Source: an optimization exercise on an open RTL-to-GDS flow (aim: small area, a short achievable clock period and few clock cycles). Production flows keep margins and buffers that such runs may drop.
Function not checked in this run: the RTL went through the layout flow alone.

$ cat flow/config.mk
export PLATFORM = sky130hd
export DESIGN_NAME = pfc
export DESIGN_NICKNAME = pfc
export VERILOG_FILES = /design/flow/design.v
export SDC_FILE = /design/flow/constraint.sdc
export NUM_CORES = 4
export LEC_CHECK = 0
export CAP_MARGIN = 20
export CORE_MARGIN = 2
export CORE_UTILIZATION = 40
export SLEW_MARGIN = 20
$ cat flow/constraint.sdc
create_clock -name core_clock -period 16.0 [get_ports {clk}]
set_input_delay 3.2000 -clock core_clock [delete_from_list [all_inputs] [get_ports {clk}]]
set_output_delay 3.2000 -clock core_clock [all_outputs]
set_load 0.01 [all_outputs]
$ cat flow/design.v
module pfc #(
    parameter PIX_CAP = 128,
    parameter AW      = 7
) (
    input  wire         clk,
    input  wire         rst,
    input  wire         in_valid,
    output wire         in_ready,
    input  wire [143:0] in_cmd,
    output wire         out_valid,
    input  wire         out_ready,
    output wire [143:0] out_rsp
);
    localparam [7:0] OP_NEW = 8'h01, OP_SET = 8'h02, OP_AT = 8'h03,
                     OP_FILL = 8'h04, OP_CLEAR = 8'h05, OP_BOUNDS = 8'h06,
                     OP_CMODEL = 8'h07, OP_GEOM = 8'h08, OP_PIXRD = 8'h09,
                     OP_CONV = 8'h0A;
    localparam [2:0] ST_OK = 3'd0, ST_ILLEGAL = 3'd1, ST_STATE = 3'd2,
                     ST_BYTEORDER = 3'd3, ST_DIM = 3'd4, ST_CAP = 3'd5,
                     ST_RANGE = 3'd6;
    localparam [3:0] M_MONO = 4'd0, M_GRAY2 = 4'd1, M_GRAY4 = 4'd2,
                     M_RGB15 = 4'd3, M_RGB16 = 4'd4, M_RGBA = 4'd5;
    localparam [2:0] F_MONO = 3'd0, F_MONOVLSB = 3'd1, F_GRAY2 = 3'd2,
                     F_GRAY4 = 3'd3, F_RGB15 = 3'd4, F_RGB16 = 3'd5;
    reg         valid_q;
    reg  [2:0]  fmt_q;
    reg         ord_q;
    reg         bo_q;
    reg  [30:0] w_q;
    reg  [30:0] h_q;
    reg  [31:0] stride_q;              
    reg  [31:0] rows_q;                
    reg  [AW:0] len_q;                 
    reg          p1_v;
    reg  [143:0] p1_cmd;
    reg          p2_v;
    reg  [1:0]   ob_n;                 
    wire adv = !ob_n[1];               
    assign in_ready  = adv || !p1_v;
    assign out_valid = (ob_n != 2'd0);
    wire acc  = in_valid && in_ready;
    function col_legal;
        input [71:0] c;
        reg [3:0]  m;
        reg        o;
        reg [63:0] p;
        begin
            m = c[71:68];
            o = c[67];
            p = c[63:0];
            case (m)
                M_MONO:  col_legal = !o && (p[63:1]  == 0);
                M_GRAY2: col_legal = !o && (p[63:2]  == 0);
                M_GRAY4: col_legal = !o && (p[63:4]  == 0);
                M_RGB15: col_legal = (p[63:15] == 0);
                M_RGB16: col_legal = (p[63:16] == 0);
                M_RGBA:  col_legal = !o;
                default: col_legal = 1'b0;
            endcase
            if (c[66:64] != 3'b000)
                col_legal = 1'b0;
        end
    endfunction
    function [15:0] exp5;
        input [4:0] f;
        exp5 = {f, f, f, f[4]};
    endfunction
    function [15:0] exp6;
        input [5:0] g;
        exp6 = {g, g, g[5:2]};
    endfunction
    function [63:0] to_rgba;
        input [3:0]  m;
        input        o;
        input [63:0] p;
        reg   [15:0] c;
        begin
            case (m)
                M_MONO: to_rgba = p[0] ? 64'hFFFF_FFFF_FFFF_FFFF
                                       : 64'h0000_0000_0000_FFFF;
                M_GRAY2: begin
                    c = {8{p[1:0]}};
                    to_rgba = {c, c, c, 16'hFFFF};
                end
                M_GRAY4: begin
                    c = {4{p[3:0]}};
                    to_rgba = {c, c, c, 16'hFFFF};
                end
                M_RGB15: to_rgba = o ? {exp5(p[4:0]), exp5(p[9:5]), exp5(p[14:10]), 16'hFFFF}
                                     : {exp5(p[14:10]), exp5(p[9:5]), exp5(p[4:0]), 16'hFFFF};
                M_RGB16: to_rgba = o ? {exp5(p[4:0]), exp6(p[10:5]), exp5(p[15:11]), 16'hFFFF}
                                     : {exp5(p[15:11]), exp6(p[10:5]), exp5(p[4:0]), 16'hFFFF};
                default: to_rgba = p;
            endcase
        end
    endfunction
    function [63:0] from_rgba;
        input [3:0]  m;
        input        o;
        input [63:0] c;
        reg   [15:0] r, g, b;
        reg   [31:0] s;
        begin
            r = c[63:48];
            g = c[47:32];
            b = c[31:16];
            s = 32'd19595 * r + 32'd38470 * g + 32'd7471 * b + 32'd32768;
            case (m)
                M_MONO:  from_rgba = {63'd0, s[31]};
                M_GRAY2: from_rgba = {62'd0, s[31:30]};
                M_GRAY4: from_rgba = {60'd0, s[31:28]};
                M_RGB15: from_rgba = o ? {49'd0, b[15:11], g[15:11], r[15:11]}
                                       : {49'd0, r[15:11], g[15:11], b[15:11]};
                M_RGB16: from_rgba = o ? {48'd0, b[15:11], g[15:10], r[15:11]}
                                       : {48'd0, r[15:11], g[15:10], b[15:11]};
                default: from_rgba = c;
            endcase
        end
    endfunction
    function [31:0] stride_of;
        input [2:0]  f;
        input [30:0] w;
        case (f)
            F_MONO:     stride_of = ({1'b0, w} + 32'd7) >> 3;
            F_MONOVLSB: stride_of = {1'b0, w};
            F_GRAY2:    stride_of = ({1'b0, w} + 32'd3) >> 2;
            F_GRAY4:    stride_of = ({1'b0, w} + 32'd1) >> 1;
            default:    stride_of = {w, 1'b0};
        endcase
    endfunction
    function [31:0] rows_of;
        input [2:0]  f;
        input [30:0] h;
        if (f == F_MONOVLSB)
            rows_of = ({1'b0, h} + 32'd7) >> 3;
        else
            rows_of = {1'b0, h};
    endfunction
    wire [7:0]  op  = p1_cmd[143:136];
    wire [31:0] fa  = p1_cmd[135:104];
    wire [31:0] fb  = p1_cmd[103:72];
    wire [71:0] fc  = p1_cmd[71:0];
    wire [3:0]  n_fmt = fc[71:68];
    wire        n_ord = fc[67];
    wire [1:0]  n_boc = fc[66:65];
    wire c_legal = col_legal(fc);
    reg  illegal;
    always @(*) begin
        case (op)
            OP_NEW:    illegal = (fc[64:0] != 0) || (n_fmt > 4'd5) ||
                                 ((n_fmt <= 4'd3) && (n_ord || (n_boc != 2'd0)));
            OP_SET:    illegal = !c_legal;
            OP_AT:     illegal = (fc != 0);
            OP_FILL:   illegal = (fa != 0) || (fb != 0) || !c_legal;
            OP_CLEAR, OP_BOUNDS, OP_CMODEL, OP_GEOM:
                       illegal = (fa != 0) || (fb != 0) || (fc != 0);
            OP_PIXRD:  illegal = (fa != 0) || (fb != 0) || (fc[71:64] != 0);
            OP_CONV:   illegal = (fa[31:5] != 0) || (fb != 0) || !c_legal ||
                                 (fa[3:0] > 4'd5) ||
                                 (fa[4] && (fa[3:0] != M_RGB15) && (fa[3:0] != M_RGB16));
            default:   illegal = 1'b1;
        endcase
    end
    wire [31:0] new_stride = stride_of(n_fmt[2:0], fa[30:0]);
    wire [31:0] new_rows   = rows_of(n_fmt[2:0], fb[30:0]);
    wire [AW+1:0] new_stride_c = (new_stride > PIX_CAP) ? PIX_CAP + 1 : new_stride[AW+1:0];
    wire [AW+1:0] new_rows_c   = (new_rows   > PIX_CAP) ? PIX_CAP + 1 : new_rows[AW+1:0];
    wire [2*AW+3:0] new_len    = new_stride_c * new_rows_c;
    reg  [3:0] native_model;
    always @(*) begin
        case (fmt_q)
            F_MONO, F_MONOVLSB: native_model = M_MONO;
            F_GRAY2:            native_model = M_GRAY2;
            F_GRAY4:            native_model = M_GRAY4;
            F_RGB15:            native_model = M_RGB15;
            default:            native_model = M_RGB16;
        endcase
    end
    wire        is_conv   = (op == OP_CONV);
    wire [3:0]  tgt_model = is_conv ? fa[3:0] : native_model;
    wire        tgt_ord   = is_conv ? fa[4]   : ord_q;
    wire [63:0] rgba      = to_rgba(fc[71:68], fc[67], fc[63:0]);
    wire [63:0] conv_val  = from_rgba(tgt_model, tgt_ord, rgba);
    wire [15:0] nv        = conv_val[15:0];
    wire [31:0] px = fa;
    wire [31:0] py = fb;
    wire in_bounds = !px[31] && !py[31] && (px[30:0] < w_q) && (py[30:0] < h_q);
    wire [AW-1:0] stride_a = stride_q[AW-1:0];
    reg  [AW-1:0] row, col;
    reg  [2:0]    sh;
    reg  [7:0]    lane_mask;
    always @(*) begin
        case (fmt_q)
            F_MONO: begin
                row = py[AW-1:0]; col = px[AW+2:3];
                sh  = px[2:0]; lane_mask = 8'h01;
            end
            F_MONOVLSB: begin
                row = py[AW+2:3]; col = px[AW-1:0];
                sh  = py[2:0]; lane_mask = 8'h01;
            end
            F_GRAY2: begin
                row = py[AW-1:0]; col = px[AW+1:2];
                sh  = 3'd6 - {px[1:0], 1'b0}; lane_mask = 8'h03;
            end
            F_GRAY4: begin
                row = py[AW-1:0]; col = px[AW:1];
                sh  = px[0] ? 3'd0 : 3'd4; lane_mask = 8'h0F;
            end
            default: begin
                row = py[AW-1:0]; col = {px[AW-2:0], 1'b0};
                sh  = 3'd0; lane_mask = 8'h00;
            end
        endcase
    end
    wire [AW-1:0] off = row * stride_a + col;
    wire          is_rgb   = (fmt_q == F_RGB15) || (fmt_q == F_RGB16);
    wire [7:0]    lane_val = (nv[7:0] & lane_mask) << sh;
    wire [7:0]    lane_msk = lane_mask << sh;
    wire [15:0]   word_nv  = (fmt_q == F_RGB15) ? {1'b0, nv[14:0]} : nv;
    wire [7:0]    wb0      = bo_q ? word_nv[7:0]  : word_nv[15:8];
    wire [7:0]    wb1      = bo_q ? word_nv[15:8] : word_nv[7:0];
    reg  [7:0] fill_byte;
    always @(*) begin
        case (fmt_q)
            F_MONO, F_MONOVLSB: fill_byte = nv[0] ? 8'hFF : 8'h00;
            F_GRAY2:            fill_byte = {4{nv[1:0]}};
            default:            fill_byte = {2{nv[3:0]}};
        endcase
    end
    wire [63:0] rd_addr = fc[63:0];
    wire        addr_ok = (rd_addr < {{(63-AW){1'b0}}, len_q});
    localparam [1:0] W_NONE = 2'd0, W_ALL = 2'd1, W_WORD = 2'd2, W_LANE = 2'd3;
    reg  [2:0]  a_st;
    reg  [1:0]  a_kind;                
    reg  [71:0] a_rc;
    reg  [1:0]  a_rd;                  
    reg  [1:0]  a_wk;
    reg  [AW-1:0] a_addr;
    reg  [7:0]  a_we, a_wo, a_wm;
    reg         do_new;
    always @(*) begin
        a_st   = ST_OK;
        a_kind = 2'd0;
        a_rc   = 72'd0;
        a_rd   = 2'd0;
        a_wk   = W_NONE;
        a_addr = off;
        a_we   = 8'd0;
        a_wo   = 8'd0;
        a_wm   = lane_msk;
        do_new = 1'b0;
        if (illegal) begin
            a_st = ST_ILLEGAL;
        end else if (is_conv) begin
            a_rc = {fa[3:0], fa[4], 3'b000, conv_val};
        end else if (op == OP_NEW) begin
            if (valid_q)
                a_st = ST_STATE;
            else if ((n_fmt == {1'b0, F_RGB15} || n_fmt == {1'b0, F_RGB16}) && n_boc[1])
                a_st = ST_BYTEORDER;
            else if (fa[31] || fb[31])
                a_st = ST_DIM;
            else if (new_len > PIX_CAP)
                a_st = ST_CAP;
            else begin
                do_new = 1'b1;
                a_wk   = W_ALL;
            end
        end else if (!valid_q) begin
            a_st = ST_STATE;
        end else begin
            case (op)
                OP_SET: if (in_bounds) begin
                    a_wk = is_rgb ? W_WORD : W_LANE;
                    a_we = is_rgb ? wb0 : lane_val;
                    a_wo = is_rgb ? wb1 : lane_val;
                end
                OP_AT: begin
                    a_rd = in_bounds ? 2'd1 : 2'd0;
                    if (!in_bounds)
                        a_rc = (fmt_q == F_MONO || fmt_q == F_MONOVLSB) ? 72'h0
                                                                     : {M_RGBA, 68'h0};
                    else if (fmt_q == F_RGB15)
                        a_rc = {M_RGB15, ord_q, 67'd0};
                    else if (fmt_q == F_RGB16)
                        a_rc = {M_RGB16, ord_q, 67'd0};
                    else
                        a_rc = {native_model, 68'd0};
                end
                OP_FILL: begin
                    a_wk = W_ALL;
                    a_we = is_rgb ? wb0 : fill_byte;
                    a_wo = is_rgb ? wb1 : fill_byte;
                end
                OP_CLEAR:  a_wk = W_ALL;
                OP_BOUNDS: a_kind = 2'd1;
                OP_CMODEL: a_rc = {native_model, ord_q, 67'd0};
                OP_GEOM: begin
                    a_kind = 2'd2;
                    a_rc = {1'b0, fmt_q, ord_q, 1'b0, bo_q, 1'b0, {(63-AW){1'b0}}, len_q};
                end
                OP_PIXRD: begin
                    if (addr_ok) begin
                        a_rd   = 2'd2;
                        a_addr = rd_addr[AW-1:0];
                    end else
                        a_st = ST_RANGE;
                end
                default: ;
            endcase
        end
    end
    reg  [2:0]  p2_st;
    reg  [1:0]  p2_kind;
    reg  [71:0] p2_rc;
    reg  [1:0]  p2_rd;
    reg  [1:0]  p2_wk;
    reg  [AW-1:0] p2_addr;
    reg  [7:0]  p2_we, p2_wo, p2_wm;
    reg  [2:0]  p2_sh;
    reg  [3:0]  p2_lm;
    reg         p2_rgb, p2_r15, p2_bo;
    always @(posedge clk) begin
        if (rst) begin
            p1_v    <= 1'b0;
            p2_v    <= 1'b0;
            valid_q <= 1'b0;
        end else begin
            if (in_ready)
                p1_v <= in_valid;
            if (adv) begin
                p2_v <= p1_v;
                if (p1_v && do_new) begin
                    valid_q  <= 1'b1;
                    fmt_q    <= n_fmt[2:0];
                    ord_q    <= n_ord;
                    bo_q     <= n_boc[0];
                    w_q      <= fa[30:0];
                    h_q      <= fb[30:0];
                    stride_q <= new_stride;
                    rows_q   <= new_rows;
                    len_q    <= new_len[AW:0];
                end
            end
        end
    end
    always @(posedge clk) begin
        if (in_ready)
            p1_cmd <= in_cmd;
        if (adv) begin
            p2_st   <= a_st;
            p2_kind <= a_kind;
            p2_rc   <= a_rc;
            p2_rd   <= a_rd;
            p2_wk   <= p1_v ? a_wk : W_NONE;
            p2_addr <= a_addr;
            p2_we   <= a_we;
            p2_wo   <= a_wo;
            p2_wm   <= a_wm;
            p2_sh   <= sh;
            p2_lm   <= lane_mask[3:0];
            p2_rgb  <= is_rgb;
            p2_r15  <= (fmt_q == F_RGB15);
            p2_bo   <= bo_q;
        end
    end
    reg  [8*PIX_CAP-1:0] pix;          
    wire [15:0] rword = pix[16*p2_addr[AW-1:1] +: 16];
    wire [7:0]  rbyte = p2_addr[0] ? rword[15:8] : rword[7:0];
    wire [7:0]  rmw   = (rbyte & ~p2_wm) | p2_we;
    wire        wr_any  = p2_v && (p2_wk != W_NONE);
    wire        wr_all  = (p2_wk == W_ALL);
    wire        wr_lane = (p2_wk == W_LANE);
    wire [7:0]  bus_e   = wr_lane ? rmw : p2_we;
    wire [7:0]  bus_o   = wr_lane ? rmw : p2_wo;
    genvar gi;
    generate
        for (gi = 0; gi < PIX_CAP; gi = gi + 1) begin : g_pix
            wire hit = (p2_addr[AW-1:1] == gi / 2) &&
                       ((p2_wk == W_WORD) || (p2_addr[0] == gi % 2));
            always @(posedge clk) begin
                if (wr_any && (wr_all || hit))
                    pix[8*gi +: 8] <= (gi % 2 == 0) ? bus_e : bus_o;
            end
        end
    endgenerate
    wire [15:0] at_word = p2_bo ? rword : {rword[7:0], rword[15:8]};
    wire [7:0]  at_lane = (rbyte >> p2_sh) & {4'd0, p2_lm};
    reg  [15:0] rdat;
    always @(*) begin
        case (p2_rd)
            2'd1:    rdat = p2_rgb ? {at_word[15] & !p2_r15, at_word[14:0]} : {8'd0, at_lane};
            2'd2:    rdat = {8'd0, rbyte};
            default: rdat = 16'd0;
        endcase
    end
    wire [71:0] b_rc = p2_rc | {56'd0, rdat};
    reg  [2:0]  ob0_st, ob1_st;
    reg  [1:0]  ob0_kind, ob1_kind;
    reg  [71:0] ob0_rc, ob1_rc;
    wire take = out_ready && (ob_n != 2'd0);
    wire push = adv && p2_v;
    always @(posedge clk) begin
        if (rst) begin
            ob_n <= 2'd0;
        end else begin
            ob_n <= ob_n + {1'b0, push} - {1'b0, take};
        end
    end
    always @(posedge clk) begin
        if (push && (ob_n == 2'd0 || (ob_n == 2'd1 && take))) begin
            ob0_st <= p2_st; ob0_kind <= p2_kind; ob0_rc <= b_rc;
        end else if (take) begin
            ob0_st <= ob1_st; ob0_kind <= ob1_kind; ob0_rc <= ob1_rc;
        end
        if (push && ob_n == 2'd1 && !take) begin
            ob1_st <= p2_st; ob1_kind <= p2_kind; ob1_rc <= b_rc;
        end
    end
    wire [31:0] o_ra = (ob0_kind == 2'd1) ? {1'b0, w_q} :
                       (ob0_kind == 2'd2) ? stride_q : 32'd0;
    wire [31:0] o_rb = (ob0_kind == 2'd1) ? {1'b0, h_q} :
                       (ob0_kind == 2'd2) ? rows_q : 32'd0;
    assign out_rsp = {5'd0, ob0_st, o_ra, o_rb, ob0_rc};
endmodule
$ cat flow/run.sh
#!/bin/bash
# synth_recipe.tcl (not shown) runs the flow's synth.tcl, then flattens the netlist and writes it again
# the make line also repeats each setting of config.mk as NAME=value (left out here)
make -C /OpenROAD-flow-scripts/flow DESIGN_CONFIG=/design/flow/config.mk WORK_HOME=/design/flow/orfs CLKGATE_MAP_FILE= SYNTH_SCRIPT=/design/flow/synth_recipe.tcl finish
==> tab_implementation.tex <==
\begin{tabular}{lr}
\hline
Metric & Value \\
\hline
\multicolumn{2}{l}{\textbf{STA}} \\
\quad Share of the clock period used by the worst path after layout & 86.0\% \\
\quad Final Hold Viols & 0 \\
\quad Maximum achievable frequency & 72.7 MHz \\
\quad Count of endpoints failing setup in the final report & 0 \\
\quad Fin. max-slew vios & 0 \\
\quad Unrepaired setup endpoints after global routing & false \\
\quad Least-Margin Pin Slew & 1.27 ns \\
\quad Setup TNS & 0 ns \\
\quad Hold slack & 0.441 ns \\
\quad Tmin final & 13.76 ns \\
\quad Worst-case headroom to the max-slew limit & 15.4\% \\
\quad Final worst clock skew & 0.0942 ns \\
\multicolumn{2}{l}{\textbf{Setup path}} \\
\quad Worst Path Class, Setup & reg -> reg \\
\quad Startpoint type of the worst setup path & flop \\
\quad Category of cells accounting for the largest share of critical-path delay & adder cells \\
\quad Critical Path Slowest Stage Cell & edfxtp\_1 \\
\quad Critical path's largest stage delay & 0.79 ns \\
\quad Worst path arrival time & 14.31 ns \\
\quad Critical path peak fanout & 50 \\
\quad Count of buffering cells on the critical path with inverters included & 8 \\
\quad Capturing element type of the critical path & flop \\
\quad Critical path required time & 16.55 ns \\
\multicolumn{2}{l}{\textbf{Global route}} \\
\quad Global-route wire length before repair & 377000 um \\
\quad Aggregate global-route resource usage & 22.9\% \\
\quad Remaining global-route overflow & 0 \\
\quad Initial antenna violation count & 5 \\
\quad Number of global-route vias before repair & 55100 \\
\quad Pin count of the biggest net entering global routing & 117 \\
\multicolumn{2}{l}{\textbf{Final layout}} \\
\quad Layout-stage area growth over the synthesis result & 13.4\% \\
\quad Multi-input logic area & 35500 um\^{}2 \\
\quad Finished Core Util & 45.7\% \\
\quad Number of nets in the layout & 7606 \\
\quad Register area & 47400 um\^{}2 \\
\quad Filler Cells Inserted & 19100 \\
\quad Fraction of final layout cells sized beyond drive strength 1 & 11.7\% \\
\multicolumn{2}{l}{\textbf{Logic synthesis}} \\
\quad Mean instance size in the synthesized netlist & 13.6 um\^{}2 \\
\quad Async SR Flop Fraction & 0\% \\
\quad Synthesis warning total & 1 \\
\quad Number of flops mapped to enable cells by yosys & 1575 \\
\quad Cell variety after synth & 117 \\
\quad Netlist area before placement & 86800 um\^{}2 \\
\quad Mapped Cells & 6360 \\
\quad Seq cells post-synth & 1580 \\
\quad Sequential share of the synthesized area & 54.6\% \\
\quad Commonest register cell after synthesis & edfxtp\_1 \\
\multicolumn{2}{l}{\textbf{Routing}} \\
\quad Total detailed-routing wirelength & 257000 um \\
\quad Routed Antenna Nets & 0 \\
\quad First-pass detailed-route iteration total & 6 \\
\quad Initial drt markers & 5852 \\
\quad Mean number of vias per cell & 5.73 \\
\quad Average wire per cell in the routed design & 26.7 um \\
\quad Via count & 55100 \\
\quad DRC viols & 0 \\
\multicolumn{2}{l}{\textbf{Min path}} \\
\quad Path class of the lowest-slack min-delay path & reg -> reg \\
\multicolumn{2}{l}{\textbf{Run}} \\
\quad \# Max-Cap Violations & 0 \\
\multicolumn{2}{l}{\textbf{Die}} \\
\quad Die Ht & 470 um \\
\quad Effective utilization at floorplan & 40.3\% \\
\quad Count of standard-cell rows & 170 \\
\quad \# IOs & 294 \\
\quad Die Area & 221000 um\^{}2 \\
\quad Core ar. & 215000 um\^{}2 \\
\quad Floorplan die width & 470 um \\
\multicolumn{2}{l}{\textbf{CTS}} \\
\quad Num CTS Buffers & 167 \\
\quad Cts-stage hold buffer count & 0 \\
\quad Clock-pin slew reported for the worst setup and hold paths after clock tree synthesis & 0.06 ns \\
\quad Number of clock sinks seen by CTS & 1580 \\
\quad Post-cts repair resize count & 0 \\
\quad Clock tree from TritonCTS & yes \\
\quad Worst-Skew Late Latency & 0.88 ns \\
\quad Root Buffer Master & clkbuf\_16 \\
\quad Total setup buffers inserted after CTS & 0 \\
\quad Largest buffer count on any clock path & 3 \\
\quad Clock H-tree levels & 4 \\
\multicolumn{2}{l}{\textbf{Placement}} \\
\quad Post-detail-place hpwl & 183000 um \\
\quad Final estimated routing congestion in global placement & 0.937 \\
\quad Number of buffers added on ports & 285 \\
\multicolumn{2}{l}{\textbf{Run status}} \\
\quad Run status & complete, no violations \\
\hline
\end{tabular}
-- flip-flops by register name, indices dropped and copies added (netlist names), 3 cells and up --
name and flops:
stride_q 32, rows_q 31, ob1_rc 70, p2_st 3, ob0_st 3, p2_addr 7
p1_cmd 144, h_q 31, p2_sh 3, w_q 31, p2_wm 8, fmt_q 3
len_q 8, ob1_st 3, pix 1024, ob0_rc 70, p2_we 8, p2_rc 70
p2_lm 3, p2_wo 8
-- final timing paths --
| check | end | slack [ns] | startpoint | depth (start not counted) |
|---|---|---|---|---|
| setup / recovery | p2_wo[6] | 2.24 | p1_cmd[68] | 41 |
| hold / removal | ob1_rc[54] | 0.44 | p2_rc[54] | 0 |
| setup reg to reg | p2_wo[6] | 2.24 | p1_cmd[68] | 41 |
| hold reg to reg | ob1_rc[54] | 0.44 | p2_rc[54] | 0 |
-- cells in the mapped netlist (26+ instances only) --
cell	instances	area, um^2
edfxtp_1	1575	47300
inv_1	675	2530
ha_1	491	6140
nor2_1	417	1570
fa_1	328	6570
a21oi_1	307	1540
nand2_1	263	987
mux4_2	223	5020
clkbuf_1	168	631
mux2i_1	161	1610
o21ai_0	147	736
mux2_2	100	1130
nand3_1	91	455
a22oi_1	82	616
nor2b_1	76	475
xnor2_1	76	666
nor3_1	74	370
a22o_1	71	622
buf_2	67	335
nand4_1	56	350
a21o_1	53	398
nor4_1	51	319
o22ai_1	50	313
buf_4	41	308
nand2b_1	40	250
a221oi_1	36	315
a31oi_1	35	219
o211ai_1	35	263
a211oi_1	32	240
and2_1	31	194
buf_1	30	113
and3_1	28	175
o31ai_1	28	210
xor2_1	28	245
and4_1	27	236
or4_1	27	203
or3_1	26	163
-- final cells by class --
class / count / area share [%]
repair buffers: 411 / 3.93
inverters: 679 / 2.60
flip-flops and latches: 1580 / 48.2
clock buffers: 206 / 4.42
well taps: 2838 / 3.61
diodes: 1 / 0.00254
multi-input cells: 3800 / 36.1
clock inverters: 104 / 1.12
-- routing by layer --
layer  up-vias  wire length [um]  track usage, %  part of all wire, %
met1     28200            114000            33.1                   44
met4         0              7080            6.31                  2.8
met5         -                 0               0                    0
met2      2297            118000            35.8                   46
met3       378             17900            3.75                  7.0
li1      24300                 -               -                    -
-- cells by family after synthesis --
family,count (synthesis),share of synthesized area (%)
compound gates,1073,8.33
mux,489,9.01
other cells,2,0.00866
buf+inv,1004,4.79
simple gates,1289,7.54
flops,1580,54.6
xor+xnor,104,1.05
fa+ha+maj,819,14.6
-- per-stage QoR --
| stage | setup WS (ns) | cells | cell area, um^2 |
|---|---|---|---|
| finish | 2.24 | 9619 | 98300 |
| global route | 1.56 | 9618 | 98300 |
| CTS | 2.30 | 9617 | 98300 |
| detailed placement | 2.32 | 9307 | 92900 |
| global placement | 2.60 | 9307 | 92900 |
| floorplan | 3.75 | 6384 | 86800 |
-- placed cells by master (no fill, tap or decap), types with 82 or more instances in the layout --
master / instances
o21ai_0: 146
ha_1: 491
nor2_1: 410
nand3_1: 91
a22oi_1: 82
mux2_2: 100
clkdlybuf4s50_1: 285
edfxtp_1: 1575
clkbuf_16: 167
fa_1: 328
buf_4: 121
inv_1: 673
nand2_1: 256
a21oi_1: 306
mux4_2: 223
mux2i_1: 161

-- static timing again, ports no longer ideal --
Ports are ideal in the flow. The routed layout listed here was re-timed in OpenROAD.
Step 1: set_driving_cell puts a clkbuf_16 on clk and a buf_2 on each other input, an assumption about the parent block.
Step 2 adds t to the input delays and takes it off the output delays; t is the mean of the earliest and latest rising clock arrival at the registers after step 1. Input paths then give back, and output paths get back, about the clock's delay inside the block.
a / b / c = no drivers / after step 1 / after step 2; a / b = the first two.
t, ns: 0.920
setup slack, ns: 2.241 / 2.241 / 2.241
worst register clock-pin slew, ns: 0.07 / 0.07
worst data-port slew with drivers (ns): 0.13
After both steps this run still meets setup and hold. For this run, drivers alone change the setup slack by 0.000 ns; drivers and shift together by 0.000 ns.
